Context: an optimization exercise on an open-source flow, tuned for small area, a short achievable clock period and few clock cycles. The choices shown serve that exercise and are no tape-out recipe. At most, simulation tests tie the RTL to the original design; equivalence was not proved. No functional check of the RTL was part of runs 1 to 3. No activity file was given, so power comes from the tool's default toggle rates.

File: flow/run.sh
#!/bin/bash
# synth_recipe.tcl (not shown) runs the flow's synth.tcl, then flattens the netlist and writes it again
# the make line also repeats each setting of config.mk as NAME=value (left out here)
make -C /OpenROAD-flow-scripts/flow DESIGN_CONFIG=/design/flow/config.mk WORK_HOME=/design/flow/orfs CLKGATE_MAP_FILE= SYNTH_SCRIPT=/design/flow/synth_recipe.tcl finish
File: flow/config.mk
export PLATFORM = sky130hd
export DESIGN_NAME = pft_lzd
export DESIGN_NICKNAME = pft_lzd
export VERILOG_FILES = /design/flow/design.v
export SDC_FILE = /design/flow/constraint.sdc
export NUM_CORES = 8
export LEC_CHECK = 0
export CAP_MARGIN = 20
export CORE_MARGIN = 2
export CORE_UTILIZATION = 35
export SETUP_SLACK_MARGIN = 4
export SLEW_MARGIN = 20
File: flow/constraint.sdc
create_clock -name core_clock -period 12.0 [get_ports {clk}]
set_input_delay 2.4000 -clock core_clock [delete_from_list [all_inputs] [get_ports {clk}]]
set_output_delay 2.4000 -clock core_clock [all_outputs]
set_load 0.01 [all_outputs]
File: flow/design.v
module pft_lzd (
    input  wire        clk,
    input  wire        rst,           
    input  wire [7:0]  reg_addr,      
    input  wire        reg_we,
    input  wire [31:0] reg_wdata,
    output reg  [31:0] reg_rdata,
    output wire        irq,
    output reg         buf_en,
    output reg         buf_we,
    output reg  [16:0] buf_addr,
    output reg  [7:0]  buf_wdata,
    input  wire [7:0]  buf_rdata,
    output reg         out_re,
    output reg  [24:0] out_raddr,
    input  wire [7:0]  out_rdata,
    output reg         out_we,
    output reg  [24:0] out_waddr,
    output reg  [7:0]  out_wdata
);
    localparam [3:0] F_ALIGN   = 4'd2;
    localparam [3:0] F_OOB     = 4'd3;
    localparam [3:0] F_CSUM    = 4'd4;
    localparam [3:0] F_NOSIG   = 4'd5;
    localparam [3:0] F_OVERSZ  = 4'd6;
    localparam [3:0] F_INCOMPL = 4'd7;
    localparam [3:0] F_ZEROOFF = 4'd8;
    localparam [3:0] F_NOTRL   = 4'd9;
    localparam [3:0] F_OUTCAP  = 4'd10;
    localparam [3:0] F_OFFBEF  = 4'd11;
    localparam [3:0] F_ILLCMD  = 4'd12;
    localparam [4:0]
        S_IDLE  = 5'd0,
        S_CMD   = 5'd1,    
        S_CK    = 5'd2,    
        S_CKE   = 5'd3,    
        S_HDR   = 5'd4,    
        S_HDR1  = 5'd5,    
        S_HDRC  = 5'd6,    
        S_RAWC  = 5'd7,    
        S_RAW   = 5'd8,    
        S_RSKIP = 5'd9,    
        S_TOK   = 5'd10,   
        S_MSK1  = 5'd11,   
        S_CP1   = 5'd12,   
        S_EXT   = 5'd13,   
        S_CPC   = 5'd14,   
        S_CPY   = 5'd15,   
        S_TRL   = 5'd16,   
        S_TRL1  = 5'd17,   
        S_IV    = 5'd18,   
        S_XC    = 5'd19,   
        S_XR    = 5'd20,   
        S_XW    = 5'd21;   
    reg  [4:0]  state;
    reg  [1:0]  ctrl_op;
    reg         ctrl_endian;
    reg         ctrl_ie;
    reg         st_done;
    reg         st_err;
    reg  [3:0]  err_code;     
    reg         errf;         
    reg  [31:0] buf_len;
    reg  [7:0]  model;
    reg  [31:0] xbase, xivoff, xstart, xlen;
    reg  [17:0] ic;           
    reg  [25:0] oc;           
    reg  [31:0] err_in;
    reg  [31:0] iv0, iv1, iv2, iv3;    
    reg         kv;           
    reg  [17:0] sp;           
    reg  [31:0] acc;          
    reg         ckc;          
    reg  [22:0] cnt;          
    reg  [7:0]  s0;           
    reg  [15:0] blen;         
    reg  [15:0] rem;          
    reg  [16:0] mask;         
    reg         mflag;        
    reg  [10:0] offm1;        
    reg  [7:0]  hb;           
    reg         hv;           
    reg  [7:0]  last;         
    reg         sig_nz;       
    wire busy = (state != S_IDLE);
    assign irq = ctrl_ie & (st_done | st_err);
    wire [7:0] sbyte = hv ? hb : buf_rdata;
    reg pop;                  
    always @* begin
        case (state)
            S_HDR, S_HDR1, S_TRL, S_TRL1, S_TOK, S_MSK1, S_CP1, S_EXT, S_RAW, S_RSKIP:
                pop = 1'b1;
            default:
                pop = 1'b0;
        endcase
    end
    wire stream = (state >= S_CKE) && (state <= S_TRL1);
    wire [31:0] x_diff  = {14'd0, ic} - xbase;           
    wire [6:0]  x_b     = ic[6:0] - xbase[6:0];          
    wire [4:0]  kidx    = busy ? x_b[6:2] : reg_addr[6:2];
    wire [31:0] tmp0    = iv0 + ~iv2;
    wire [31:0] tmp1    = iv1 + ~iv3;
    wire [31:0] k_t     = (kidx[0] ? tmp1 : tmp0) ^ {32{kidx[1]}};
    reg  [31:0] k_c;
    always @* begin
        case (kidx[4:3])
            2'd0: k_c = iv0;
            2'd1: k_c = iv1;
            2'd2: k_c = iv2;
            default: k_c = iv3;
        endcase
    end
    wire [31:0] k_x     = kidx[2] ? k_t : ~(k_t ^ k_c);
    wire [31:0] k_y     = kidx[2] ? ~k_c : {k_t[30:0] | k_c[30:0], 1'b0};
    wire [31:0] key_w   = k_x + k_y;
    wire [31:0] x_mw    = key_w - {x_diff[31:7], 7'd0};
    reg  [7:0]  x_mbyte;
    always @* begin
        case (ctrl_endian ? ~x_b[1:0] : x_b[1:0])
            2'd0: x_mbyte = acc[7:0];
            2'd1: x_mbyte = acc[15:8];
            2'd2: x_mbyte = acc[23:16];
            default: x_mbyte = acc[31:24];
        endcase
    end
    wire [32:0] xsum    = {1'b0, xbase} + {1'b0, (state == S_CMD) ? xivoff : xstart};
    wire [18:0] xend    = {1'b0, xsum[17:0]} + ((state == S_CMD) ? 19'd16 : {1'b0, xlen[17:0]});
    wire        x_oob   = (xsum[32:18] != 15'd0) || ((state != S_CMD) && (xlen[31:18] != 14'd0)) ||
                          (xend > {1'b0, buf_len[17:0]});
    wire [17:0] sp_inc  = sp + 18'd1;
    wire        ck_last = (sp_inc == buf_len[17:0]);
    wire [8:0]  ck_sum  = {1'b0, acc[7:0]} + {1'b0, buf_rdata} + {8'd0, ckc & (sp[1:0] != 2'd0)};
    wire [7:0]  ck_lane = ck_sum[7:0];
    wire        ck_cout = ck_sum[8];
    wire [25:0] oc_inc  = oc + 26'd1;
    wire [26:0] oc_plus = {1'b0, oc} + {4'd0, cnt};
    wire        oc_over = (oc_plus > 27'h200_0000);
    reg  [15:0] hd_len;
    reg         hd_oversz;
    always @* begin
        hd_len    = blen;
        hd_oversz = 1'b0;
        if (blen == 16'hE000) begin
            if (model == 8'd1)      hd_len = 16'hC002;
            else if (model == 8'd2) hd_len = 16'h6000;
            else                    hd_oversz = 1'b1;
        end else if (blen > 16'h8000) begin
            hd_oversz = 1'b1;
        end
    end
    wire        hd_nofit = ({1'b0, sp} + {3'd0, hd_len} + 19'd6) > {1'b0, buf_len[17:0]};
    wire        hd_raw1  = (model == 8'd1) && (blen == 16'hE000);
    wire        hd_raw2  = (model == 8'd2) && ((blen == 16'hE000) || (blen == 16'h6000));
    wire        rem0     = (rem == 16'd2);             
    wire        rem_lt2  = (rem[15:2] == 14'd0);       
    wire        rem1     = (rem == 16'd3);             
    wire        gv       = (mask[15:0] != 16'd0);      
    wire [17:0] t_pos    = ic + {16'd0, mflag, 1'b0};  
    wire [10:0] cp_off   = {s0[7:5], sbyte};
    wire [22:0] cp_len   = {18'd0, s0[4:0]} + 23'd3;
    wire        cp_ext   = (s0[4:0] == 5'd7);
    reg  [4:0]  nstate;
    reg         flt;
    reg  [3:0]  fcode;
    reg  [31:0] fin, fval;
    reg         fin_done;
    always @* begin
        nstate   = state;
        flt      = 1'b0;
        fcode    = 4'd0;
        fin      = 32'd0;
        fval     = 32'd0;
        fin_done = 1'b0;
        case (state)
            S_CMD: begin
                if (ctrl_op == 2'd3) begin
                    flt = 1'b1; fcode = F_ILLCMD; fin = 32'd0; fval = 32'd3;
                end else if ((buf_len[31:18] != 14'd0) || (buf_len[17] && (buf_len[16:0] != 17'd0))) begin
                    flt = 1'b1; fcode = F_OOB; fin = buf_len; fval = 32'd0;
                end else if (ctrl_op == 2'd0) begin
                    if (buf_len[1:0] != 2'd0) begin
                        flt = 1'b1; fcode = F_CSUM; fin = buf_len; fval = {30'd0, buf_len[1:0]};
                    end else if (buf_len[17:0] == 18'd0) begin
                        flt = 1'b1; fcode = F_OOB; fin = 32'h1F6; fval = 32'd2;
                    end else begin
                        nstate = S_CK;
                    end
                end else begin
                    if (x_oob) begin
                        flt = 1'b1; fcode = F_OOB; fin = xsum[31:0]; fval = 32'd16;
                    end else begin
                        nstate = S_IV;
                    end
                end
            end
            S_CK: if (ck_last) nstate = S_CKE;
            S_CKE: begin
                if (acc != 32'd0) begin
                    flt = 1'b1; fcode = F_CSUM; fin = 32'd0; fval = acc;
                end else if (buf_len[17:0] < 18'h1F8) begin
                    flt = 1'b1; fcode = F_OOB; fin = 32'h1F6; fval = 32'd2;
                end else if (!sig_nz) begin
                    flt = 1'b1; fcode = F_NOSIG; fin = 32'h1F6; fval = 32'd0;
                end else begin
                    nstate = S_HDR;
                end
            end
            S_HDR: begin
                if (({1'b0, sp} + 19'd2) > {1'b0, buf_len[17:0]}) begin
                    flt = 1'b1; fcode = F_OOB; fin = {14'd0, ic}; fval = 32'd2;
                end else begin
                    nstate = S_HDR1;
                end
            end
            S_HDR1: nstate = S_HDRC;
            S_HDRC: begin
                if (blen == 16'd0) begin
                    fin_done = 1'b1;
                end else if (hd_oversz) begin
                    flt = 1'b1; fcode = F_OVERSZ; fin = {14'd0, ic}; fval = {16'd0, blen};
                end else if (hd_nofit) begin
                    flt = 1'b1; fcode = F_INCOMPL; fin = {14'd0, ic}; fval = {16'd0, hd_len};
                end else if (hd_raw1 || hd_raw2) begin
                    nstate = S_RAWC;
                end else if (hd_len < 16'd2) begin
                    flt = 1'b1; fcode = F_NOTRL; fin = {14'd0, ic}; fval = {16'd0, hd_len};
                end else begin
                    nstate = (hd_len == 16'd2) ? S_TRL : S_TOK;
                end
            end
            S_RAWC: begin
                if (oc_over) begin
                    flt = 1'b1; fcode = F_OUTCAP; fin = {14'd0, ic}; fval = {9'd0, cnt};
                end else begin
                    nstate = S_RAW;
                end
            end
            S_RAW:   if (cnt == 23'd1) nstate = rem0 ? S_HDR : S_RSKIP;
            S_RSKIP: if (rem1) nstate = S_HDR;
            S_TOK: begin
                if (!gv) begin
                    if (rem_lt2) begin
                        flt = 1'b1; fcode = F_INCOMPL; fin = {14'd0, sp}; fval = {16'd0, blen};
                    end else begin
                        nstate = S_MSK1;
                    end
                end else if (!mask[16]) begin
                    if (rem0) begin
                        flt = 1'b1; fcode = F_INCOMPL; fin = {14'd0, sp}; fval = {16'd0, blen};
                    end else if (oc[25]) begin
                        flt = 1'b1; fcode = F_OUTCAP; fin = {14'd0, sp}; fval = 32'd1;
                    end else begin
                        nstate = rem1 ? S_TRL : S_TOK;
                    end
                end else begin
                    if (rem_lt2) begin
                        flt = 1'b1; fcode = F_INCOMPL; fin = {14'd0, sp}; fval = {16'd0, blen};
                    end else begin
                        nstate = S_CP1;
                    end
                end
            end
            S_MSK1: nstate = S_TOK;
            S_CP1: begin
                if (cp_ext) begin
                    nstate = S_EXT;
                end else if (cp_off == 11'd0) begin
                    flt = 1'b1; fcode = F_ZEROOFF; fin = {14'd0, t_pos}; fval = {9'd0, cp_len};
                end else if ((oc[25:11] == 15'd0) && (cp_off > oc[10:0])) begin
                    flt = 1'b1; fcode = F_OFFBEF; fin = {14'd0, t_pos}; fval = {21'd0, cp_off};
                end else if (({1'b0, oc} + {4'd0, cp_len}) > 27'h200_0000) begin
                    flt = 1'b1; fcode = F_OUTCAP; fin = {14'd0, t_pos}; fval = {9'd0, cp_len};
                end else begin
                    nstate = S_CPY;
                end
            end
            S_EXT: begin
                if (rem0) begin
                    flt = 1'b1; fcode = F_INCOMPL; fin = {14'd0, sp}; fval = {16'd0, blen};
                end else if (sbyte != 8'hFF) begin
                    nstate = S_CPC;
                end
            end
            S_CPC: begin
                if (offm1 == 11'h7FF) begin
                    flt = 1'b1; fcode = F_ZEROOFF; fin = {14'd0, t_pos}; fval = {9'd0, cnt};
                end else if ((oc[25:11] == 15'd0) && (offm1 >= oc[10:0])) begin
                    flt = 1'b1; fcode = F_OFFBEF; fin = {14'd0, t_pos}; fval = {21'd0, offm1 + 11'd1};
                end else if (oc_over) begin
                    flt = 1'b1; fcode = F_OUTCAP; fin = {14'd0, t_pos}; fval = {9'd0, cnt};
                end else begin
                    nstate = S_CPY;
                end
            end
            S_CPY: if (cnt == 23'd1) nstate = rem0 ? S_TRL : S_TOK;
            S_TRL: nstate = S_TRL1;
            S_TRL1: begin
                if ({s0, sbyte} != 16'd0) begin
                    flt = 1'b1; fcode = F_NOTRL; fin = {14'd0, ic}; fval = {16'd0, s0, sbyte};
                end else begin
                    nstate = S_HDR;
                end
            end
            S_IV: begin
                if (cnt[3:0] == 4'd0) begin
                    if (ctrl_op == 2'd2) fin_done = 1'b1;
                    else                 nstate = S_XC;
                end
            end
            S_XC: begin
                if (xstart[6:0] != 7'd0 || xlen[6:0] != 7'd0) begin
                    flt = 1'b1; fcode = F_ALIGN; fin = xstart; fval = xlen;
                end else if (xlen == 32'd0) begin
                    fin_done = 1'b1;
                end else if (x_oob) begin
                    flt = 1'b1; fcode = F_OOB; fin = xsum[31:0]; fval = xlen;
                end else begin
                    nstate = S_XR;
                end
            end
            S_XR: nstate = S_XW;
            S_XW: if (cnt == 23'd1) fin_done = 1'b1; else nstate = S_XR;
            default: nstate = S_IDLE;
        endcase
        if (flt || fin_done) nstate = S_IDLE;
    end
    always @* begin
        buf_en    = 1'b0;
        buf_we    = 1'b0;
        buf_addr  = sp_inc[16:0];
        buf_wdata = buf_rdata ^ x_mbyte;
        out_re    = 1'b0;
        out_raddr = oc[24:0] + {14'h3FFF, ~((state == S_CP1) ? cp_off : offm1)} +
                    {24'd0, state != S_CPC};
        out_we    = 1'b0;
        out_waddr = oc[24:0];
        out_wdata = sbyte;
        case (state)
            S_CMD: begin
                buf_en = 1'b1;
                if (ctrl_op != 2'd0) buf_addr = xsum[16:0];
            end
            S_CK: begin
                buf_en = 1'b1;
                if (ck_last) buf_addr = 17'h200;
            end
            S_IV: buf_en = (cnt[3:0] != 4'd0);
            S_TOK: begin
                buf_en = 1'b1;
                out_we = gv & ~mask[16] & ~rem0 & ~oc[25];
            end
            S_RAW: begin
                buf_en = 1'b1;
                out_we = 1'b1;
            end
            S_CP1: begin
                buf_en = 1'b1;
                out_re = 1'b1;
            end
            S_CPC: out_re = 1'b1;
            S_CPY: begin
                out_re    = 1'b1;
                out_we    = 1'b1;
                out_wdata = (offm1 == 11'd0) ? last : out_rdata;
            end
            S_XR: begin
                buf_en   = 1'b1;
                buf_addr = ic[16:0];
            end
            S_XW: begin
                buf_en   = 1'b1;
                buf_we   = 1'b1;
                buf_addr = ic[16:0];
            end
            default: buf_en = pop;
        endcase
    end
    always @* begin
        reg_rdata = 32'd0;
        if (reg_addr[7]) begin
            if (kv) reg_rdata = key_w;
        end else begin
            case (reg_addr[6:2])
                5'h00: reg_rdata = {27'd0, ctrl_ie, ctrl_endian, ctrl_op, 1'b0};
                5'h01: reg_rdata = {16'd0, 4'd0, st_err ? err_code : 4'd0, 5'd0, st_err, st_done, busy};
                5'h02: reg_rdata = buf_len;
                5'h03: reg_rdata = {24'd0, model};
                5'h04: reg_rdata = xbase;
                5'h05: reg_rdata = xivoff;
                5'h06: reg_rdata = xstart;
                5'h07: reg_rdata = xlen;
                5'h08: reg_rdata = {6'd0, oc};
                5'h09: reg_rdata = {14'd0, ic};
                5'h0A: reg_rdata = errf ? err_in : 32'd0;
                5'h0B: reg_rdata = errf ? {6'd0, oc} : 32'd0;
                5'h0C: reg_rdata = errf ? acc : 32'd0;
                5'h0D: reg_rdata = 32'h0200_0000;
                5'h0E: reg_rdata = 32'h0002_0000;
                default: reg_rdata = 32'd0;
            endcase
        end
    end
    wire start = reg_we && (reg_addr == 8'h00) && !busy && reg_wdata[0];
    always @(posedge clk) begin
        if (rst) begin
            state       <= S_IDLE;
            ctrl_op     <= 2'd0;
            ctrl_endian <= 1'b0;
            ctrl_ie     <= 1'b0;
            st_done     <= 1'b0;
            st_err      <= 1'b0;
            errf        <= 1'b0;
            buf_len     <= 32'd0;
            model       <= 8'd0;
            xbase       <= 32'd0;
            xivoff      <= 32'd0;
            xstart      <= 32'd0;
            xlen        <= 32'd0;
            ic          <= 18'd0;
            oc          <= 26'd0;
            kv          <= 1'b0;
        end else begin
            if (reg_we) begin
                case (reg_addr)
                    8'h00: begin
                        ctrl_ie <= reg_wdata[4];
                        if (!busy) begin
                            ctrl_op     <= reg_wdata[2:1];
                            ctrl_endian <= reg_wdata[3];
                        end
                    end
                    8'h04: begin
                        if (reg_wdata[1]) st_done <= 1'b0;
                        if (reg_wdata[2]) st_err  <= 1'b0;
                    end
                    8'h08: if (!busy) buf_len <= reg_wdata;
                    8'h0C: if (!busy) model   <= reg_wdata[7:0];
                    8'h10: if (!busy) xbase   <= reg_wdata;
                    8'h14: if (!busy) xivoff  <= reg_wdata;
                    8'h18: if (!busy) xstart  <= reg_wdata;
                    8'h1C: if (!busy) xlen    <= reg_wdata;
                    default: ;
                endcase
            end
            if (start) begin
                st_done <= 1'b0;
                st_err  <= 1'b0;
                errf    <= 1'b0;
                ic      <= 18'd0;
                oc      <= 26'd0;
                state   <= S_CMD;
            end else begin
                state <= nstate;
            end
            if (flt) begin
                st_err <= 1'b1;
                errf   <= 1'b1;
            end
            if (fin_done) st_done <= 1'b1;
            if (state == S_IV && cnt[3:0] == 4'd0) kv <= 1'b1;
            if (!flt) case (state)
                S_CKE:  ic <= 18'h200;
                S_HDRC: ic <= sp;                       
                S_RAW:  if (cnt == 23'd1 && rem0) ic <= sp_inc;
                S_RSKIP: if (rem1) ic <= sp_inc;
                S_TOK:  if (gv && !mask[16]) ic <= sp_inc;
                S_CPY:  if (cnt == 23'd1) ic <= sp;
                S_TRL1: ic <= sp_inc;
                S_XC:   if (nstate == S_XR) ic <= xsum[17:0];
                S_XW:   ic <= ic + 18'd1;
                default: ;
            endcase
            if (out_we) oc <= oc_inc;
        end
    end
    always @(posedge clk) begin
        hb <= sbyte;
        if (out_we) last <= out_wdata;
        if (stream) begin
            hv <= ~pop;
            if (pop) sp <= sp_inc;
        end
        if (flt) begin
            err_code <= fcode;
            err_in   <= fin;
        end
        case (state)
            S_IDLE: sp <= 18'h3FFFF;        
            S_CMD: begin
                acc    <= 32'd0;
                ckc    <= 1'b0;
                sig_nz <= 1'b0;
                cnt    <= 23'd15;
                sp     <= (ctrl_op == 2'd0) ? 18'd0 : xsum[17:0];
            end
            S_CK: begin
                hv  <= 1'b0;
                acc <= {ck_lane, acc[31:8]};
                ckc <= ck_cout;
                if ((sp[17:1] == 17'h000FB) && (buf_rdata != 8'd0)) sig_nz <= 1'b1;
                sp  <= ck_last ? 18'h200 : sp_inc;
            end
            S_HDR:  s0   <= sbyte;
            S_HDR1: blen <= {s0, sbyte};
            S_HDRC: begin
                blen  <= hd_len;
                cnt   <= hd_raw1 ? 23'h00C000 : 23'h006000;
                rem   <= (hd_raw1 || hd_raw2) ? (hd_raw1 ? 16'd4 : 16'd2) : hd_len;
                mask  <= 17'd0;
                mflag <= 1'b0;
            end
            S_RAW:   cnt <= cnt - 23'd1;
            S_RSKIP: rem <= rem - 16'd1;
            S_TOK: begin
                s0  <= sbyte;
                rem <= rem - 16'd1;
                if (!gv) begin
                    mflag <= 1'b1;
                end else begin
                    mask <= {mask[15:0], 1'b0};
                    if (!mask[16]) mflag <= 1'b0;
                end
            end
            S_MSK1: begin
                mask <= {s0, sbyte, 1'b1};
                rem  <= rem - 16'd1;
            end
            S_CP1: begin
                offm1 <= cp_off - 11'd1;
                cnt   <= cp_len;
                rem   <= rem - 16'd1;
            end
            S_EXT: begin
                cnt <= cnt + {15'd0, sbyte};
                rem <= rem - 16'd1;
            end
            S_CPY: begin
                cnt <= cnt - 23'd1;
                if (cnt == 23'd1) mflag <= 1'b0;
            end
            S_TRL: s0 <= sbyte;
            S_IV: begin
                sp  <= sp_inc;
                cnt <= cnt - 23'd1;
                if (ctrl_endian) iv3 <= {iv3[23:0], buf_rdata};
                else             iv3 <= {buf_rdata, iv3[31:8]};
                if (cnt[1:0] == 2'd0 && cnt[3:2] != 2'd0) begin
                    iv2 <= ctrl_endian ? {iv3[23:0], buf_rdata} : {buf_rdata, iv3[31:8]};
                    iv1 <= iv2;
                    iv0 <= iv1;
                end
            end
            S_XC: cnt <= {5'd0, xlen[17:0]};
            S_XR: if (x_b[1:0] == 2'd0) acc <= x_mw;
            S_XW: cnt <= cnt - 23'd1;
            default: ;
        endcase
        if (flt) acc <= fval;                
    end
endmodule
==> results of run 1 <==
[per-stage QoR]
stage                     setup slack (ps)  area (um2)
after CTS                             2400       57000
after global routing                  2380       57800
after global placement                 975       52300
after floorplan                       3050       48800
final                                 2490       57800
after detailed placement               974       52400
[cell families after synthesis]
group	share of synthesized area [%]
adders and majority gates	11.0
muxes	4.01
DFF	29.3
and+or+nand+nor	19.2
buffers and inverters	5.63
xor gates and xnor gates	7.07
AOI/OAI and AO/OA	23.8
[where the power goes]
part           leakage [nW]  switching [mW]  internal [mW]
clock                  1.24           0.967           1.44
combinational          16.2           0.644          0.493
sequential             4.66         0.00335           1.98
[area by class of cell]
| type | instances | area share (%) |
|---|---|---|
| multi-input combinational | 4747 | 57.7 |
| sequential | 550 | 24.6 |
| timing repair buffer | 481 | 7.28 |
| tap | 1794 | 3.88 |
| clock buffer | 99 | 3.54 |
| inverter | 326 | 2.14 |
| clock inverter | 33 | 0.894 |
| antenna | 11 | 0.0476 |
[worst max-delay path: stages]
cell      delay, ps
buf_4           160
o21ai_4         200
buf_12          160
mux4_2          540
ha_4            280
mux2i_1          70
ha_2            220
inv_2            50
fa_2            190
nor2b_1          50
o21ai_1         190
a21oi_2         110
o21ai_2         170
a21oi_2          90
nor2b_4         140
o211ai_1        320
a31oi_2         220
nor4_4          360
o31ai_2         110
o41a_1          370
a211oi_2        260
xnor2_2         170
a31o_2          190
buf_6           100
[worst paths after layout]
check	cells past startpoint	to	start
hold / removal	0	iv1[17]	iv2[17]
hold reg to reg	0	iv1[17]	iv2[17]
setup / recovery	24	reg_rdata[30]	reg_addr[6]
setup reg to reg	39	state[4]	state[3]
[per-layer routing]
metal	vias to the layer above	GRT usage [%]	share of wire [%]
met5	-	0	0.028
met4	10	16.9	6.1
met3	597	7.44	13
met2	3171	45.1	42
met1	23900	41.2	40
li1	22300	-	-
[repair_timing]
item / CTS / global route
setup buffers: 120 / 46
resized for setup: 446 / 140
setup endpoints to repair: 228 / 219
pin swaps: 130 / 89
endpoints found under the hold margin: 0 / 0
gates cloned: 5 / 1
[Yosys cell counts (29+ instances only)]
library cell / n / share of area, %
nand2_1: 853 / 6.6
a21oi_1: 568 / 5.9
nor2_1: 434 / 3.4
ha_1: 400 / 10
o21ai_0: 344 / 3.6
clkbuf_1: 330 / 2.6
inv_1: 322 / 2.5
edfxtp_1: 316 / 20
dfxtp_1: 234 / 9.7
xnor2_1: 232 / 4.2
xor2_1: 158 / 2.9
nand3_1: 141 / 1.5
a22oi_1: 119 / 1.8
nor3_1: 112 / 1.2
a21o_1: 107 / 1.7
nor4_1: 77 / 1.0
mux2i_1: 73 / 1.5
a222oi_1: 60 / 1.2
and3_1: 55 / 0.71
a221oi_1: 54 / 0.98
a31oi_1: 53 / 0.69
nand2b_1: 51 / 0.66
nor2b_1: 50 / 0.65
o21a_1: 50 / 0.78
a211oi_1: 49 / 0.76
nand4_1: 49 / 0.63
o211ai_1: 47 / 0.73
or3_1: 45 / 0.58
and2_1: 43 / 0.56
o21bai_1: 42 / 0.65
mux4_2: 40 / 1.9
a22o_1: 34 / 0.62
o31ai_1: 30 / 0.47
o22ai_1: 29 / 0.38
==> flow_metrics.py, run 1 <==
metrics = {
    "cts": {
        "cts_made_buffers": 72,
        "cts.clk_slew.worst_paths_ps": 60,
        "root_buffer": "clkbuf_16",
        "cts_tree": "built",
        "ctsHoldBuffers": 0,
        "cts.sinks": 550,
        "htreeDepth": 3,
        "clk_latency_ps": 710,
        "cts.path.max_buffers": 3,
    },
    "synth": {
        "ys.flop_type": "edfxtp_1",
        "synth_fp_nets": 6464,
        "yosysWarnings": 1,
        "syn_area_mm2": 0.0483,
        "syn_avg_cell_area_um2": 8.07,
        "synth_cells": 5990,
        "synth_seq_cells": 550,
        "async_flop_share_pct": 0,
        "ys_seq_area_share_pct": 29.3,
        "synth_edf_count": 316,
        "yosysUniqueCellTypes": 87,
    },
    "route": {
        "routedWlPerCell_um": 28.1,
        "viasPerCell": 6.22,
        "final_antenna_net_count": 0,
        "drc": 0,
        "drt_iter0_markers": 7584,
        "routed_wl_um": 226000,
        "detail_route.first_pass.iterations": 9,
        "num_vias": 50000,
    },
    "pwr": {
        "power.density_mw_per_mm2": 95.6,
        "total_power_mw": 5.53,
        "ir_drop_uv": 99.1,
        "power_leakage_nw": 22.2,
    },
    "die": {
        "die_area_mm2": 0.141,
        "core_mm2": 0.137,
        "dieWidth_um": 376,
        "die_h_um": 376,
        "initial_utilization_pct": 35.2,
        "ios": 179,
        "fp-row-count": 136,
    },
    "global_route": {
        "grt_usage_pct": 30.7,
        "grt_pass1_vias": 46900,
        "grt_overflow_total": 0,
        "grt_pass1_wl_um": 324000,
        "antenna_found_initial": 14,
        "grt_max_degree": 101,
    },
    "timing": {
        "skew_ps": 51.8,
        "tightest_slew_ps": 1200,
        "finalHoldViolations": 0,
        "min_period_ps": 9510,
        "rsz0062_at_grt": "yes",
        "hold_ws_ps": 447,
        "post-route-period-util_pct": 79.3,
        "fin_tns_setup_ps": 0,
        "slew_headroom_pct": 20.0,
        "fmax_ghz": 0.105,
        "setup_viol": 0,
        "slew_viol_final": 0,
    },
    "layout": {
        "fin_util_pct": 42.1,
        "final_common_cell": "nand2_1",
        "fillers": 13600,
        "seq_area_mm2": 0.0142,
        "num-nets-final": 6652,
        "layout_common_cells": "nand2_1 (843), a21oi_1 (519), nor2_1 (407)",
        "fin_cells": 8041,
        "drive_gt1_share_pct": 14.4,
        "area_growth_syn_to_layout_pct": 19.6,
        "multiInputGateArea_mm2": 0.0333,
    },
    "setup_path": {
        "critPathRequiredTime_ps": 9600,
        "endpoint_kind": "output port",
        "crit_fanout": 9,
        "worstSetupPathType": "in -> out",
        "worst_setup_path_start_kind": "input port",
        "arrival_ps": 7110,
        "regToRegSetupSlack_ps": 3130,
    },
    "run": {
        "maxCapViolCount": 0,
    },
    "placement": {
        "dp_cells": 7726,
        "port_buffers": 178,
        "gp_congestion": 1.01,
        "place_hpwl_um": 167000,
    },
    "min_path": {
        "worst_hold_path_type": "reg -> reg",
    },
    "outcome": {
        "outcome": "complete, no violations",
    },
}
==> run 2: changes to the inputs <==
--- a/flow/design.v
+++ b/flow/design.v
@@ -98,7 +98,8 @@
     wire [31:0] x_diff  = {14'd0, ic} - xbase;           
-    wire [6:0]  x_b     = ic[6:0] - xbase[6:0];          
+    wire [6:0]  x_b     = x_diff[6:0];                   
     wire [4:0]  kidx    = busy ? x_b[6:2] : reg_addr[6:2];
-    wire [31:0] tmp0    = iv0 + ~iv2;
-    wire [31:0] tmp1    = iv1 + ~iv3;
-    wire [31:0] k_t     = (kidx[0] ? tmp1 : tmp0) ^ {32{kidx[1]}};
+    wire [31:0] k_lo    = kidx[0] ? iv1 : iv0;
+    wire [31:0] k_hi    = kidx[0] ? iv3 : iv2;
+    wire [31:0] k_a     = kidx[1] ? k_hi : k_lo;
+    wire [31:0] k_b     = kidx[1] ? k_lo : k_hi;
     reg  [31:0] k_c;
@@ -112,5 +113,5 @@
     end
-    wire [31:0] k_x     = kidx[2] ? k_t : ~(k_t ^ k_c);
-    wire [31:0] k_y     = kidx[2] ? ~k_c : {k_t[30:0] | k_c[30:0], 1'b0};
-    wire [31:0] key_w   = k_x + k_y;
+    wire [31:0] k_cs    = kidx[2] ? ~k_c : k_c;
+    wire [31:0] k_const = kidx[2] ? {31'd0, kidx[1]} : (kidx[1] ? 32'd0 : 32'hFFFF_FFFF);
+    wire [31:0] key_w   = k_a + ~k_b + k_cs + k_const;
     wire [31:0] x_mw    = key_w - {x_diff[31:7], 7'd0};
==> flow_metrics.py, run 2 <==
metrics = {
    "outcome": {
        "outcome": "complete, no violations",
    },
    "synth": {
        "synth_cells": 5611,
        "syn_avg_cell_area_um2": 8.36,
        "ys_seq_area_share_pct": 30.2,
        "syn_area_mm2": 0.0469,
        "synth_most_common_cell": "nand2_1",
        "async_flop_share_pct": 0,
        "ys.flop_type": "edfxtp_1",
        "synth_fp_nets": 6051,
        "yosysUniqueCellTypes": 103,
        "yosys-top-cells-count": "nand2_1 (859), a21oi_1 (479), nor2_1 (337)",
        "synthTopCellsByArea": "edfxtp_1 (20%), dfxtp_1 (10%), ha_1 (8.2%)",
        "synth_top_area_share_pct": 20.2,
        "synth_seq_cells": 550,
        "synth_edf_count": 316,
        "yosysWarnings": 1,
        "synth_largest_area_cell": "edfxtp_1",
    },
    "layout": {
        "final_common_cell": "nand2_1",
        "num-nets-final": 6587,
        "drive_gt1_share_pct": 23.6,
        "layout_common_cells": "nand2_1 (832), buf_4 (511), a21oi_1 (403)",
        "area_growth_syn_to_layout_pct": 31.4,
    },
    "die": {
        "die_h_um": 370,
        "ios": 179,
        "initial_utilization_pct": 35.2,
        "dieWidth_um": 370,
        "die_area_mm2": 0.137,
        "fp-row-count": 134,
        "core_mm2": 0.133,
    },
    "route": {
        "drt_iter0_markers": 7448,
        "drt-met1-wl_um": 95800,
        "met2RoutedLength_um": 104000,
        "drc": 0,
        "routedWlPerCell_um": 31.4,
        "viasPerCell": 6.40,
        "detail_route.first_pass.iterations": 10,
        "top_layer": "met5",
        "final_antenna_net_count": 0,
        "num_vias": 51100,
        "met3_length_um": 30500,
        "routed_wl_um": 251000,
    },
    "timing": {
        "fmax_ghz": 0.0996,
        "post-route-period-util_pct": 83.7,
        "hold_ws_ps": 464,
        "finalHoldViolations": 0,
        "tightest_slew_ps": 1230,
        "slew_headroom_pct": 18.0,
        "min_period_ps": 10040,
        "fin_tns_setup_ps": 0,
        "slew_viol_final": 0,
        "setup_viol": 0,
        "skew_ps": 71.7,
        "rsz0062_at_grt": "yes",
    },
    "cts": {
        "cts_made_buffers": 72,
        "htreeDepth": 3,
        "root_buffer": "clkbuf_16",
        "cts.sinks": 550,
        "cts_tree": "built",
        "cts.path.max_buffers": 3,
        "cts.clk_slew.worst_paths_ps": 70,
        "clk_latency_ps": 740,
    },
    "pwr": {
        "ir_drop_uv": 109,
        "power.density_mw_per_mm2": 118,
        "swShare_pct": 35.6,
        "combinationalPowerShare_pct": 40.4,
        "p_switching_mw": 2.58,
        "cellInternalPower_mw": 4.67,
        "p_clk_share_pct": 32.3,
        "pwr-share-seq_pct": 27.3,
        "power_leakage_nw": 23.6,
    },
    "placement": {
        "place_hpwl_um": 180000,
        "gp_congestion": 1.08,
        "port_buffers": 178,
    },
    "global_route": {
        "grt_overflow_total": 0,
        "grt_pass1_vias": 47100,
        "antenna_found_initial": 13,
        "grt_pass1_wl_um": 347000,
        "grt_usage_pct": 34.9,
        "grt_max_degree": 109,
    },
    "setup_path": {
        "arrival_ps": 7640,
        "critPathBufInv": 5,
        "worst_setup_path_start_kind": "flip-flop",
        "slowest_delay_ps": 570,
        "crit_cells": 32,
        "critPathRequiredTime_ps": 9600,
        "crit_fanout": 5,
        "reg2reg_depth": 45,
        "endpoint_kind": "output port",
        "crit_slowest_cell": "fa_1",
        "crit_family": "compound AO/OA/AOI/OAI gates",
        "worstSetupPathType": "reg -> out",
    },
    "min_path": {
        "worst_hold_path_type": "reg -> reg",
        "whs_path_depth": 0,
    },
    "run": {
        "maxCapViolCount": 0,
    },
}
==> run 2: layout make-up <==
class | instances | area, um2
Antenna cell | 8 | 20.0
Tap cell | 1768 | 2210
Sequential cell | 550 | 14200
Fill cell | 12700 | 71700
Multi-Input combinational cell | 4506 | 34300
Clock buffer | 87 | 2000
Inverter | 199 | 779
Clock inverter | 45 | 509
Timing Repair Buffer | 818 | 7630
==> run 2: per-stage QoR <==
| step | instances | utilization [%] | total power, mW | setup slack, ps | cell area, um2 |
|---|---|---|---|---|---|
| global route | 7975 | 46.2 | 7.49 | 1730 | 61600 |
| floorplan | 5611 | - | 3.40 | 2390 | 47300 |
| global placement | 7450 | 39.0 | 3.90 | 555 | 51900 |
| finish | 7981 | 46.2 | 7.25 | 1960 | 61600 |
| detailed placement | 7450 | 39.0 | 3.91 | 524 | 51900 |
| CTS | 7862 | 44.4 | 6.69 | 1940 | 59200 |
==> run 2: kinds of logic after synthesis <==
kind of cell | share of synthesized area (%)
buffers and inverters | 4.74
adder cells (fa/ha/maj) | 11.4
flip-flops | 30.2
multiplexers | 5.16
AND/OR/NAND/NOR | 19.4
AO/OA/AOI/OAI | 22.8
XOR/XNOR | 6.28
==> run 2: power groups by stage <==
stage                     clock (mW)  sequential [mW]  combinational [mW]
after CTS                       2.34             1.98                2.36
after global routing            2.42             1.98                3.10
after detailed placement           0             2.02                1.89
after global placement             0             2.02                1.88
final                           2.34             1.98                2.93
after floorplan                    0             2.02                1.38
==> run 2: metal layers <==
| metal | GRT usage, % | vias to the layer above |
|---|---|---|
| li1 | - | 21900 |
| met1 | 45.5 | 24700 |
| met2 | 50.8 | 3557 |
| met3 | 8.99 | 832 |
| met4 | 22.9 | 16 |
| met5 | 0.490 | - |
==> run 2: final timing paths <==
path | from | to | slack, ps
worst max register to register | xbase[0] | acc[31] | 3000
worst min-delay path | iv2[5] | iv1[5] | 460
worst max-delay path | xbase[0] | reg_rdata[30] | 1960
worst min register to register | iv2[5] | iv1[5] | 460
==> run 2: repair_timing <==
| item | 4_1_cts | 5_1_grt |
|---|---|---|
| setup buffers | 261 | 106 |
| gates cloned | 19 | 5 |
| setup endpoints to repair | 225 | 214 |
| endpoints found under the hold margin | 0 | 0 |
| resized for setup | 600 | 366 |
| hold buffers | 0 | 0 |
| pin swaps | 228 | 227 |
==> run 3: changes to the inputs <==
--- a/flow/design.v
+++ b/flow/design.v
@@ -67,3 +67,2 @@
     reg  [25:0] oc;           
-    reg  [31:0] err_in;
     reg  [31:0] iv0, iv1, iv2, iv3;    
@@ -97,9 +96,8 @@
     wire stream = (state >= S_CKE) && (state <= S_TRL1);
-    wire [31:0] x_diff  = {14'd0, ic} - xbase;           
-    wire [6:0]  x_b     = x_diff[6:0];                   
+    wire [31:0] x_diff  = {14'd0, sp} - xbase;           
+    wire [6:0]  x_b     = s0[6:0];                       
     wire [4:0]  kidx    = busy ? x_b[6:2] : reg_addr[6:2];
-    wire [31:0] k_lo    = kidx[0] ? iv1 : iv0;
-    wire [31:0] k_hi    = kidx[0] ? iv3 : iv2;
-    wire [31:0] k_a     = kidx[1] ? k_hi : k_lo;
-    wire [31:0] k_b     = kidx[1] ? k_lo : k_hi;
+    wire [31:0] tmp0    = iv0 + ~iv2;
+    wire [31:0] tmp1    = iv1 + ~iv3;
+    wire [31:0] k_t     = (kidx[0] ? tmp1 : tmp0) ^ {32{kidx[1]}};
     reg  [31:0] k_c;
@@ -113,6 +111,7 @@
     end
-    wire [31:0] k_cs    = kidx[2] ? ~k_c : k_c;
-    wire [31:0] k_const = kidx[2] ? {31'd0, kidx[1]} : (kidx[1] ? 32'd0 : 32'hFFFF_FFFF);
-    wire [31:0] key_w   = k_a + ~k_b + k_cs + k_const;
-    wire [31:0] x_mw    = key_w - {x_diff[31:7], 7'd0};
+    wire [31:0] k_x     = kidx[2] ? k_t : ~(k_t ^ k_c);
+    wire [31:0] k_y     = kidx[2] ? ~k_c : {k_t[30:0] | k_c[30:0], 1'b0};
+    wire [31:0] key_w   = k_x + k_y;
+    wire [31:0] x_mw    = acc - {x_diff[31:7], 7'd0};
+    wire [31:0] x_mword = (x_b[1:0] == 2'd0) ? x_mw : acc;
     reg  [7:0]  x_mbyte;
@@ -120,6 +119,6 @@
         case (ctrl_endian ? ~x_b[1:0] : x_b[1:0])
-            2'd0: x_mbyte = acc[7:0];
-            2'd1: x_mbyte = acc[15:8];
-            2'd2: x_mbyte = acc[23:16];
-            default: x_mbyte = acc[31:24];
+            2'd0: x_mbyte = x_mword[7:0];
+            2'd1: x_mbyte = x_mword[15:8];
+            2'd2: x_mbyte = x_mword[23:16];
+            default: x_mbyte = x_mword[31:24];
         endcase
@@ -130,2 +129,5 @@
                           (xend > {1'b0, buf_len[17:0]});
+    wire [10:0] cp_off   = {s0[7:5], sbyte};
+    wire [22:0] cp_len   = {18'd0, s0[4:0]} + 23'd3;
+    wire        cp_ext   = (s0[4:0] == 5'd7);
     wire [17:0] sp_inc  = sp + 18'd1;
@@ -136,3 +138,4 @@
     wire [25:0] oc_inc  = oc + 26'd1;
-    wire [26:0] oc_plus = {1'b0, oc} + {4'd0, cnt};
+    wire [22:0] oc_lop  = (state == S_CP1) ? cp_len : cnt;
+    wire [26:0] oc_plus = {1'b0, oc} + {4'd0, oc_lop};
     wire        oc_over = (oc_plus > 27'h200_0000);
@@ -151,3 +154,4 @@
     end
-    wire        hd_nofit = ({1'b0, sp} + {3'd0, hd_len} + 19'd6) > {1'b0, buf_len[17:0]};
+    wire [18:0] sp_k     = {1'b0, sp} + ((state == S_HDRC) ? {3'd0, hd_len} + 19'd6 : 19'd2);
+    wire        sp_over  = (sp_k > {1'b0, buf_len[17:0]});
     wire        hd_raw1  = (model == 8'd1) && (blen == 16'hE000);
@@ -159,5 +163,2 @@
     wire [17:0] t_pos    = ic + {16'd0, mflag, 1'b0};  
-    wire [10:0] cp_off   = {s0[7:5], sbyte};
-    wire [22:0] cp_len   = {18'd0, s0[4:0]} + 23'd3;
-    wire        cp_ext   = (s0[4:0] == 5'd7);
     reg  [4:0]  nstate;
@@ -209,3 +210,3 @@
             S_HDR: begin
-                if (({1'b0, sp} + 19'd2) > {1'b0, buf_len[17:0]}) begin
+                if (sp_over) begin
                     flt = 1'b1; fcode = F_OOB; fin = {14'd0, ic}; fval = 32'd2;
@@ -221,3 +222,3 @@
                     flt = 1'b1; fcode = F_OVERSZ; fin = {14'd0, ic}; fval = {16'd0, blen};
-                end else if (hd_nofit) begin
+                end else if (sp_over) begin
                     flt = 1'b1; fcode = F_INCOMPL; fin = {14'd0, ic}; fval = {16'd0, hd_len};
@@ -271,3 +272,3 @@
                     flt = 1'b1; fcode = F_OFFBEF; fin = {14'd0, t_pos}; fval = {21'd0, cp_off};
-                end else if (({1'b0, oc} + {4'd0, cp_len}) > 27'h200_0000) begin
+                end else if (oc_over) begin
                     flt = 1'b1; fcode = F_OUTCAP; fin = {14'd0, t_pos}; fval = {9'd0, cp_len};
@@ -368,3 +369,3 @@
                 buf_en   = 1'b1;
-                buf_addr = ic[16:0];
+                buf_addr = sp[16:0];
             end
@@ -373,3 +374,3 @@
                 buf_we   = 1'b1;
-                buf_addr = ic[16:0];
+                buf_addr = sp[16:0];
             end
@@ -394,3 +395,3 @@
                 5'h09: reg_rdata = {14'd0, ic};
-                5'h0A: reg_rdata = errf ? err_in : 32'd0;
+                5'h0A: reg_rdata = errf ? {blen, mask[15:0]} : 32'd0;
                 5'h0B: reg_rdata = errf ? {6'd0, oc} : 32'd0;
@@ -469,4 +470,3 @@
                 S_TRL1: ic <= sp_inc;
-                S_XC:   if (nstate == S_XR) ic <= xsum[17:0];
-                S_XW:   ic <= ic + 18'd1;
+                S_XW:   if (cnt == 23'd1) ic <= sp_inc;
                 default: ;
@@ -483,6 +483,3 @@
         end
-        if (flt) begin
-            err_code <= fcode;
-            err_in   <= fin;
-        end
+        if (flt) err_code <= fcode;
         case (state)
@@ -553,8 +550,21 @@
             end
-            S_XC: cnt <= {5'd0, xlen[17:0]};
-            S_XR: if (x_b[1:0] == 2'd0) acc <= x_mw;
-            S_XW: cnt <= cnt - 23'd1;
+            S_XC: begin
+                cnt <= {5'd0, xlen[17:0]};
+                sp  <= xsum[17:0];
+                s0  <= 8'd0;
+            end
+            S_XR: if (x_b[1:0] == 2'd0) acc <= key_w;
+            S_XW: begin
+                cnt <= cnt - 23'd1;
+                sp  <= sp_inc;
+                s0  <= s0 + 8'd1;
+                if (x_b[1:0] == 2'd0) acc <= x_mw;
+            end
             default: ;
         endcase
-        if (flt) acc <= fval;                
+        if (flt) begin
+            acc        <= fval;               
+            blen       <= fin[31:16];         
+            mask[15:0] <= fin[15:0];
+        end
     end
--- a/flow/config.mk
+++ b/flow/config.mk
@@ -10,3 +10,3 @@
 export CORE_UTILIZATION = 35
-export SETUP_SLACK_MARGIN = 4
+export SETUP_SLACK_MARGIN = 2
 export SLEW_MARGIN = 20
==> flow_metrics.py, run 3 <==
metrics = {
    "setup_path": {
        "endpoint_kind": "output port",
        "path_cells": "dlygate4sd2_1 > inv_2 > nor2_4 > a21oi_4 > buf_4 > mux4_2 > inv_1 > ha_1 > mux2_2 > inv_1 > ha_1 > a211oi_2 > o21ai_1 > nand4_1 > a21boi_0 > o21ai_0 > nand2b_1 > a21oi_1 > xor2_2 > o22ai_1 > clkdlybuf4s50_1",
        "crit_fanout": 4,
        "reg2reg_depth": 36,
        "slowest_delay_ps": 690,
        "crit_slowest_cell": "clkdlybuf4s50_1",
        "arrival_ps": 7580,
        "worst_setup_path_start_kind": "input port",
        "worstSetupPathType": "in -> out",
        "critPathRequiredTime_ps": 9600,
    },
    "timing": {
        "post-route-period-util_pct": 83.2,
        "setup_viol": 0,
        "fmax_ghz": 0.100,
        "finalHoldViolations": 0,
        "slew_viol_final": 0,
        "min_period_ps": 9980,
        "layout_setup_ws_ps": 2020,
        "tightest_slew_ps": 1180,
        "hold_ws_ps": 479,
        "skew_ps": 46.6,
        "rsz0062_at_grt": "yes",
        "slew_headroom_pct": 21.5,
        "fin_tns_setup_ps": 0,
    },
    "global_route": {
        "grt_pass1_wl_um": 342000,
        "grt_usage_pct": 34.7,
        "grt_max_degree": 97,
        "grt_pass1_vias": 46000,
        "grt_overflow_total": 0,
        "antenna_found_initial": 30,
    },
    "cts": {
        "clk_latency_ps": 730,
        "cts_tree": "built",
        "cts_made_buffers": 68,
        "cts.path.max_buffers": 3,
        "root_buffer": "clkbuf_16",
        "htreeDepth": 3,
        "cts.clk_slew.worst_paths_ps": 60,
        "cts.sinks": 518,
        "ctsHoldBuffers": 0,
    },
    "die": {
        "dieWidth_um": 369,
        "initial_utilization_pct": 35.1,
        "ios": 179,
        "die_h_um": 369,
        "core_mm2": 0.133,
        "fp-row-count": 134,
        "die_area_mm2": 0.136,
    },
    "synth": {
        "syn_area_mm2": 0.0467,
        "async_flop_share_pct": 0,
        "synth_xor_area_share_pct": 6.94,
        "synth_fa_ha_area_share_pct": 10.1,
        "synth_seq_cells": 518,
        "yosys-top-cells-count": "nand2_1 (866), a21oi_1 (543), nor2_1 (403)",
        "syn_avg_cell_area_um2": 7.96,
        "synth_edf_count": 284,
        "yosysUniqueCellTypes": 102,
        "ys_seq_area_share_pct": 28.3,
        "synth_most_common_cell": "nand2_1",
        "synth.area.mux_share_pct": 4.41,
        "synth_fp_nets": 6295,
        "synth_cells": 5866,
        "synthTopCellsByArea": "edfxtp_1 (18%), dfxtp_1 (10%), ha_1 (9.6%)",
        "yosysWarnings": 1,
        "synth_largest_area_cell": "edfxtp_1",
        "synth-compound-area-share_pct": 24.6,
        "synth_top_family_by_area": "compound AO/OA/AOI/OAI gates",
        "ys.flop_type": "edfxtp_1",
        "yosys.area_share.simple_pct": 20.1,
        "synth_top_area_share_pct": 18.3,
    },
    "route": {
        "viasPerCell": 6.37,
        "drt_iter0_markers": 7761,
        "routed_wl_um": 246000,
        "num_vias": 49800,
        "routedWlPerCell_um": 31.5,
        "drc": 0,
        "final_antenna_net_count": 0,
        "detail_route.first_pass.iterations": 14,
    },
    "placement": {
        "pre_cts_ws_ps": 548,
        "place_hpwl_um": 187000,
        "gp_congestion": 1.10,
        "port_buffers": 178,
        "dp_cells": 7646,
    },
    "run": {
        "maxCapViolCount": 0,
    },
    "layout": {
        "fillers": 13500,
        "final_common_cell": "nand2_1",
        "area_growth_syn_to_layout_pct": 15.2,
        "multiInputGateArea_mm2": 0.0314,
        "layout_common_cells": "nand2_1 (859), a21oi_1 (537), nor2_1 (388)",
        "num-nets-final": 6396,
        "seq_area_mm2": 0.0132,
        "fin_util_pct": 40.5,
        "fin_cells": 7811,
        "drive_gt1_share_pct": 8.57,
    },
    "min_path": {
        "whs_path_depth": 2,
        "worst_hold_path_type": "reg -> reg",
    },
    "pwr": {
        "power.density_mw_per_mm2": 258,
        "power_leakage_nw": 20.8,
        "ir_drop_uv": 399,
    },
    "outcome": {
        "outcome": "complete, no violations",
    },
}
==> run 3: cell types whose count changed after synthesis, moves of 38 or more <==
cell     before  now
a21oi_1     479  543
a31oi_1      82   41
fa_1         74   13
ha_1        307  357
inv_1       194  290
mux2_2       68   15
nor2_1      337  403
nor2b_1      34   76
o21ai_0     267  361
xnor2_1     205  243
==> run 3: repair_timing <==
action / CTS / global route
pin swaps: 8 / 12
endpoints found under the setup margin: 79 / 175
resized for setup: 54 / 61
buffers inserted: 7 / 11
cloned: 0 / 1
==> run 3: critical path, delay by kind of cell <==
family          cells  cell delay [ps]
compound gates      7             1940
xor+xnor            1              210
fa+ha+maj           2              460
buf+inv             6             1420
mux                 2              780
simple gates        3              330
==> run 3: stage by stage <==
stage	power [mW]	area, um2
after CTS	13.3	53400
after detailed placement	10.9	50900
after global routing	14.4	53700
final	13.9	53800
after floorplan	7.61	46700
after global placement	10.9	50900
==> run 3: worst paths after layout <==
path         slack [ps]       endpoint        start
max                2020  reg_rdata[11]  reg_addr[5]
min                 480     xivoff[31]   xivoff[31]
min reg2reg         480     xivoff[31]   xivoff[31]
max reg2reg        2310        blen[5]     state[3]
==> run 3: kinds of logic (layout without fill, tap and decap cells) <==
logic type,after synthesis,in the layout
AND/OR/NAND/NOR,2029,2029
AO/OA/AOI/OAI,1764,1764
buffers and inverters,653,809
flip-flops,518,518
adder cells (fa/ha/maj),370,370
XOR/XNOR,369,369
multiplexers,163,163
other,0,21
==> run 3: layout make-up <==
type / count / share of cell area [%]
clock buffer: 96 / 3.70
inverter: 296 / 2.07
tap: 1768 / 4.11
timing repair buffer: 388 / 6.46
sequential: 518 / 24.6
antenna: 21 / 0.0977
clock inverter: 29 / 0.526
multi-input combinational: 4695 / 58.4
==> run 3: per-layer routing <==
metal / track usage, % / routed length [um] / up-vias
met5: 0 / 172 / -
met4: 23.9 / 20000 / 26
met3: 10.4 / 27500 / 846
met2: 51.0 / 102000 / 3099
met1: 43.5 / 96000 / 24100
li1: - / - / 21800
==> run 3: report_power, final <==
| part | internal [mW] | switching [mW] |
|---|---|---|
| clock network | 1.22 | 0.941 |
| logic | 3.15 | 5.90 |
| registers | 2.20 | 0.474 |
| total | 6.57 | 7.32 |
==> run 4: changes to the inputs <==
--- a/flow/design.v
+++ b/flow/design.v
@@ -81,3 +81,2 @@
     reg         hv;           
-    reg  [7:0]  last;         
     reg         sig_nz;       
@@ -335,3 +334,3 @@
         out_raddr = oc[24:0] + {14'h3FFF, ~((state == S_CP1) ? cp_off : offm1)} +
-                    {24'd0, state != S_CPC};
+                    {24'd0, (state == S_CP1) || ((state == S_CPY) && (offm1 != 11'd0))};
         out_we    = 1'b0;
@@ -365,3 +364,3 @@
                 out_we    = 1'b1;
-                out_wdata = (offm1 == 11'd0) ? last : out_rdata;
+                out_wdata = out_rdata;
             end
@@ -478,3 +477,2 @@
         hb <= sbyte;
-        if (out_we) last <= out_wdata;
         if (stream) begin
--- a/flow/config.mk
+++ b/flow/config.mk
@@ -10,3 +10,3 @@
 export CORE_UTILIZATION = 35
-export SETUP_SLACK_MARGIN = 2
+export SETUP_SLACK_MARGIN = 4
 export SLEW_MARGIN = 20
==> flow_metrics.py, run 4 <==
metrics = {
    "setup_path": {
        "r2r-end": "state[1]",
        "worstSetupPathType": "in -> out",
        "r2r_start": "state[4]",
        "endpoint_kind": "output port",
        "crit_fanout": 4,
        "regToRegSetupSlack_ps": 3820,
        "arrival_ps": 6750,
        "reg2reg_depth": 40,
        "critPathRequiredTime_ps": 9600,
        "worst_setup_path_start_kind": "input port",
    },
    "timing": {
        "post-route-period-util_pct": 76.3,
        "finalHoldViolations": 0,
        "rsz0062_at_grt": "yes",
        "tightest_slew_ps": 1300,
        "min_period_ps": 9150,
        "slew_viol_final": 0,
        "fmax_ghz": 0.109,
        "skew_ps": 55.8,
        "setup_viol": 0,
        "slew_headroom_pct": 12.3,
        "fin_tns_setup_ps": 0,
    },
    "global_route": {
        "antenna_found_initial": 29,
        "grt_pass1_wl_um": 359000,
        "grt_pass1_vias": 47700,
        "grt_usage_pct": 36.6,
        "grt_max_degree": 104,
        "grt_overflow_total": 0,
    },
    "pwr": {
        "power_leakage_nw": 22.9,
        "p_switching_mw": 7.00,
        "ir_drop_uv": 456,
        "cellInternalPower_mw": 7.50,
        "p_clk_share_pct": 15.3,
        "swShare_pct": 48.3,
        "pwr-share-seq_pct": 17.4,
        "power.density_mw_per_mm2": 244,
        "combinationalPowerShare_pct": 67.3,
    },
    "cts": {
        "cts_made_buffers": 69,
        "clk_latency_ps": 730,
        "cts.path.max_buffers": 3,
        "cts_tree": "built",
        "htreeDepth": 3,
        "ctsHoldBuffers": 0,
        "cts.sinks": 510,
        "root_buffer": "clkbuf_16",
        "cts.clk_slew.worst_paths_ps": 60,
    },
    "die": {
        "dieWidth_um": 369,
        "initial_utilization_pct": 35.4,
        "ios": 179,
        "fp-row-count": 133,
        "die_h_um": 369,
        "core_mm2": 0.132,
        "die_area_mm2": 0.136,
    },
    "layout": {
        "layout_common_cells": "nand2_1 (791), a21oi_1 (472), nor2_1 (388)",
        "fin_cells": 8067,
        "fin_util_pct": 45.0,
        "final_common_cell": "nand2_1",
        "num-nets-final": 6663,
        "area_growth_syn_to_layout_pct": 27.3,
        "drive_gt1_share_pct": 19.6,
    },
    "route": {
        "detail_route.first_pass.iterations": 9,
        "num_vias": 52500,
        "routed_wl_um": 261000,
        "drt_iter0_markers": 7665,
        "viasPerCell": 6.51,
        "routedWlPerCell_um": 32.4,
        "drc": 0,
        "final_antenna_net_count": 0,
    },
    "synth": {
        "yosys-top-cells-count": "nand2_1 (826), a21oi_1 (533), nor2_1 (426)",
        "synth_largest_area_cell": "edfxtp_1",
        "ys.flop_type": "edfxtp_1",
        "synth_top_area_share_pct": 17.8,
        "synth_fp_nets": 6260,
        "synthTopCellsByArea": "edfxtp_1 (18%), dfxtp_1 (10%), ha_1 (9.6%)",
        "ys_seq_area_share_pct": 27.8,
        "synth_seq_cells": 510,
        "synth_cells": 5829,
        "synth_edf_count": 276,
        "yosysUniqueCellTypes": 101,
        "synth_most_common_cell": "nand2_1",
        "syn_avg_cell_area_um2": 8.00,
        "yosysWarnings": 1,
        "syn_area_mm2": 0.0466,
        "async_flop_share_pct": 0,
    },
    "outcome": {
        "outcome": "complete, no violations",
    },
    "placement": {
        "gp_congestion": 1.05,
        "port_buffers": 178,
        "place_hpwl_um": 191000,
        "dp_cells": 7601,
    },
    "min_path": {
        "hp-start": "xivoff[19]",
        "whs_path_depth": 2,
        "min_to": "xivoff[19]",
        "worst_hold_path_type": "reg -> reg",
    },
    "run": {
        "maxCapViolCount": 0,
    },
}
[run 4: metrics by stage]
stage	hold WS (ps)	total power, mW	cell area [um2]	setup slack (ps)
global route	496	15.0	59300	2730
finish	480	14.5	59400	2850
global placement	459	9.64	51000	1170
detailed placement	459	9.64	51000	1100
floorplan	444	7.01	46900	3530
CTS	476	13.3	57000	2790
[run 4: area by class of cell]
class / instances / area [um2]
multi-input combinational: 4697 / 34400
inverter: 290 / 1110
tap: 1755 / 2200
fill: 13000 / 72400
clock inverter: 40 / 487
sequential: 510 / 13000
antenna: 23 / 57.6
timing repair buffer: 664 / 6220
clock buffer: 88 / 1890
[run 4: power by group through the flow]
| stage | clock network (mW) | logic, mW | registers, mW |
|---|---|---|---|
| 2_1_floorplan | 0 | 4.74 | 2.27 |
| 3_3_place_gp | 0 | 7.13 | 2.51 |
| 3_5_place_dp | 0 | 7.13 | 2.51 |
| 4_1_cts | 2.23 | 8.65 | 2.46 |
| 5_1_grt | 2.29 | 10.2 | 2.50 |
| 6_report | 2.21 | 9.77 | 2.52 |
[run 4: worst max-delay path by stage]
| stage | to | from | depth (start not counted) |
|---|---|---|---|
| detailed placement | reg_rdata[30] | reg_addr[2] | 20 |
| CTS | reg_rdata[28] | reg_addr[5] | 25 |
| floorplan | reg_rdata[28] | reg_addr[6] | 18 |
| finish | reg_rdata[8] | reg_addr[5] | 19 |
| global placement | reg_rdata[30] | reg_addr[2] | 20 |
| global route | reg_rdata[30] | reg_addr[6] | 24 |
[run 4: per-layer routing]
layer | vias to the layer above | track usage (%) | wire (um)
li1 | 22400 | - | -
met1 | 25500 | 47.3 | 102000
met2 | 3814 | 52.4 | 106000
met3 | 892 | 14.1 | 36400
met4 | 10 | 18.9 | 16700
met5 | - | 0.356 | 69
[run 4: cells by family (layout without fill, tap and decap cells)]
group / Yosys count / count (layout) / share of synthesized area (%)
buf+inv: 632 / 1082 / 5.30
mux: 159 / 159 / 4.48
simple gates: 2033 / 2041 / 20.3
xor+xnor: 368 / 368 / 6.94
other cells: 0 / 23 / 0
flops: 510 / 510 / 27.8
fa+ha+maj: 372 / 372 / 10.2
compound gates: 1755 / 1757 / 24.9
[run 4: timing repair]
item | in CTS | in global routing
cloned | 17 | 5
buffers inserted | 185 | 106
gates resized for setup | 600 | 312
endpoints found under the setup margin | 239 | 218
pin swaps | 191 | 235
[run 4: worst max-delay path: stages]
cell             delay [ps]
buf_12                  100
mux2i_4                 190
buf_6                   160
mux4_2                  550
inv_2                   100
ha_4                    200
mux2i_1                 130
ha_2                    210
inv_2                    40
fa_2                    340
nor2b_1                 120
o21a_1                  160
o21ai_2                  90
a21oi_4                 210
buf_4                   150
a21oi_1                  90
xor2_1                  230
o22ai_1                 570
clkdlybuf4s50_1         700
Testbench counts of run 4, summed over its fixed seeds: cycles 429,267.
==> run 5: changes to the inputs <==
--- a/flow/config.mk
+++ b/flow/config.mk
@@ -10,3 +10,3 @@
 export CORE_UTILIZATION = 35
-export SETUP_SLACK_MARGIN = 4
+export SETUP_SLACK_MARGIN = 3
 export SLEW_MARGIN = 20
==> flow_metrics.py, run 5 <==
metrics = {
    "synth": {
        "synth_largest_area_cell": "edfxtp_1",
        "async_flop_share_pct": 0,
        "yosys-top-cells-count": "nand2_1 (826), a21oi_1 (533), nor2_1 (426)",
        "synthTopCellsByArea": "edfxtp_1 (18%), dfxtp_1 (10%), ha_1 (9.6%)",
        "syn_avg_cell_area_um2": 8.00,
        "synth_seq_cells": 510,
        "ys_seq_area_share_pct": 27.8,
        "yosysUniqueCellTypes": 101,
        "synth_fp_nets": 6260,
        "syn_area_mm2": 0.0466,
        "synth_most_common_cell": "nand2_1",
        "synth_cells": 5829,
        "synth_edf_count": 276,
        "yosysWarnings": 1,
        "synth_top_area_share_pct": 17.8,
        "ys.flop_type": "edfxtp_1",
    },
    "pwr": {
        "ir_drop_uv": 431,
        "power_leakage_nw": 21.5,
        "total_power_mw": 13.2,
        "power.density_mw_per_mm2": 236,
    },
    "cts": {
        "htreeDepth": 3,
        "clk_latency_ps": 670,
        "root_buffer": "clkbuf_16",
        "cts.path.max_buffers": 3,
        "ctsHoldBuffers": 0,
        "cts.sinks": 510,
        "cts_tree": "built",
        "cts.clk_slew.worst_paths_ps": 50,
        "cts_made_buffers": 67,
    },
    "setup_path": {
        "crit_fanout": 7,
        "critPathRequiredTime_ps": 9600,
        "worstSetupPathType": "in -> out",
        "arrival_ps": 6780,
        "worst_setup_path_start_kind": "input port",
        "endpoint_kind": "output port",
    },
    "layout": {
        "final_common_cell": "nand2_1",
        "final_area_mm2": 0.0556,
        "drive_gt1_share_pct": 12.8,
        "area_growth_syn_to_layout_pct": 19.4,
        "num-nets-final": 6473,
        "layout_common_cells": "nand2_1 (813), a21oi_1 (502), nor2_1 (403)",
    },
    "placement": {
        "port_buffers": 178,
        "gp_congestion": 1.10,
        "post_dp_cell_area_mm2": 0.0508,
        "place_hpwl_um": 187000,
    },
    "route": {
        "routed_wl_um": 248000,
        "routedWlPerCell_um": 31.6,
        "drt_iter0_markers": 8019,
        "detail_route.first_pass.iterations": 9,
        "drc": 0,
        "viasPerCell": 6.45,
        "num_vias": 50700,
        "final_antenna_net_count": 0,
    },
    "global_route": {
        "grt_usage_pct": 34.7,
        "grt_overflow_total": 0,
        "grt_pass1_vias": 46300,
        "grt_max_degree": 80,
        "antenna_found_initial": 30,
        "grt_pass1_wl_um": 342000,
    },
    "timing": {
        "fin_tns_setup_ps": 0,
        "slew_viol_final": 0,
        "finalHoldViolations": 0,
        "hold_ws_ps": 469,
        "rsz0062_at_grt": "yes",
        "fmax_ghz": 0.109,
        "slew_headroom_pct": 21.3,
        "setup_viol": 0,
        "post-route-period-util_pct": 76.5,
        "skew_ps": 43.3,
        "tightest_slew_ps": 1180,
        "min_period_ps": 9180,
    },
    "die": {
        "die_area_mm2": 0.136,
        "core_mm2": 0.132,
        "dieWidth_um": 369,
        "fp-row-count": 133,
        "die_h_um": 369,
        "initial_utilization_pct": 35.4,
        "ios": 179,
    },
    "outcome": {
        "outcome": "complete, no violations",
    },
    "min_path": {
        "worst_hold_path_type": "reg -> reg",
    },
    "run": {
        "maxCapViolCount": 0,
    },
}
-- run 5: cell counts after synthesis --
Identical to the previous run, type by type.
-- run 5: through the flow --
| stage | instances | worst slack (ps) | util (%) |
|---|---|---|---|
| floorplan | 5829 | 3010 | - |
| global placement | 7597 | 1100 | 38.5 |
| detailed placement | 7598 | 999 | 38.5 |
| CTS | 7767 | 2830 | 41.0 |
| global route | 7850 | 2680 | 42.2 |
| finish | 7857 | 2820 | 42.2 |
-- run 5: final cells by class --
cell class,instances,area [um2]
clock inverter,34,317
multi-input combinational,4689,32700
timing repair buffer,483,4480
timing repair inverter,1,6.26
clock buffer,85,1830
inverter,290,1110
tap,1755,2200
sequential,510,13000
fill,13300,76200
antenna,10,25.0
-- run 5: what timing repair did --
action / in CTS / in global routing
endpoints found under the hold margin: 0 / 0
buffers inserted: 47 / 74
endpoints found under the setup margin: 210 / 208
gates cloned: 3 / 6
resized for setup: 209 / 213
pin swaps: 52 / 99
-- run 5: critical path: stages --
cell             delay [ps]
buf_12                  120
mux2i_4                 240
buf_12                  160
mux4_2                  530
inv_2                    80
ha_4                    180
mux2i_1                 130
ha_1                    290
nor2b_4                 140
o21a_1                  190
o21ai_2                 200
a21oi_4                  90
buf_4                   150
a21oi_1                 290
xor2_2                  230
o22ai_1                 640
clkdlybuf4s50_1         680
-- run 5: path summary, 6_finish.rpt --
check / slack [ps] / cells after the start / start / to
worst min register to register: 470 / 0 / iv2[22] / iv1[22]
worst max register to register: 3100 / 34 / state[3] / acc[1]
worst min-delay path: 470 / 0 / iv2[22] / iv1[22]
worst max-delay path: 2820 / 17 / reg_addr[6] / reg_rdata[8]
-- run 5: routing by layer --
metal  vias up  track usage [%]  wire length, um
li1      22000                -                -
met1     24400             45.0            97100
met2      3487             49.9           101000
met3       784             12.0            33700
met4        38             19.1            16300
met5         -            0.107              276
-- run 5: where the power goes --
| part | switching, mW | leakage (nW) | total [mW] | internal, mW |
|---|---|---|---|---|
| sequential | 0.415 | 4.42 | 2.53 | 2.11 |
| combinational | 5.18 | 16.0 | 8.57 | 3.40 |
| clock | 0.917 | 1.04 | 2.05 | 1.14 |
| total | 6.51 | 21.5 | 13.2 | 6.65 |
-- run 5: kinds of logic (layout without fill, tap and decap cells) --
kind of cell | count (synthesis) | after routing | share of synthesized area, %
AND/OR/NAND/NOR | 2033 | 2035 | 20.3
AO/OA/AOI/OAI | 1755 | 1755 | 24.9
buffers and inverters | 632 | 893 | 5.30
flip-flops | 510 | 510 | 27.8
adder cells (fa/ha/maj) | 372 | 372 | 10.2
XOR/XNOR | 368 | 368 | 6.94
multiplexers | 159 | 159 | 4.48
other | 0 | 10 | 0

separate check: timing with driven ports:
Ports are ideal in the flow. The routed layouts listed here were re-timed in OpenROAD.
Step 1, drivers: a clkbuf_16 drives clk and a buf_2 each remaining input, both assumed.
Step 2 also shifts input and output timing later by t, the mid clock arrival at the registers, as if the neighbouring blocks saw the same clock.
Slacks: no drivers / after step 1 / after step 2; pairs: no drivers / after step 1.
| run | shift t [ns] | setup WS [ns] | worst data-port slew with drivers (ns) |
|---|---|---|---|
| run 1 | 0.760 | 2.487 / 2.426 / 2.455 | 0.16 |
| run 2 | 0.784 | 1.959 / 1.878 / 1.937 | 0.08 |
| run 3 | 0.778 | 2.022 / 1.903 / 1.903 | 0.14 |
| run 4 | 0.789 | 2.847 / 2.746 / 2.746 | 0.15 |
| run 5 | 0.735 | 2.824 / 2.717 / 2.717 | 0.17 |
After both steps setup and hold are still met in every run listed. For run 3, which loses most, drivers alone change the setup slack by -0.119 ns; drivers and shift together by -0.119 ns.
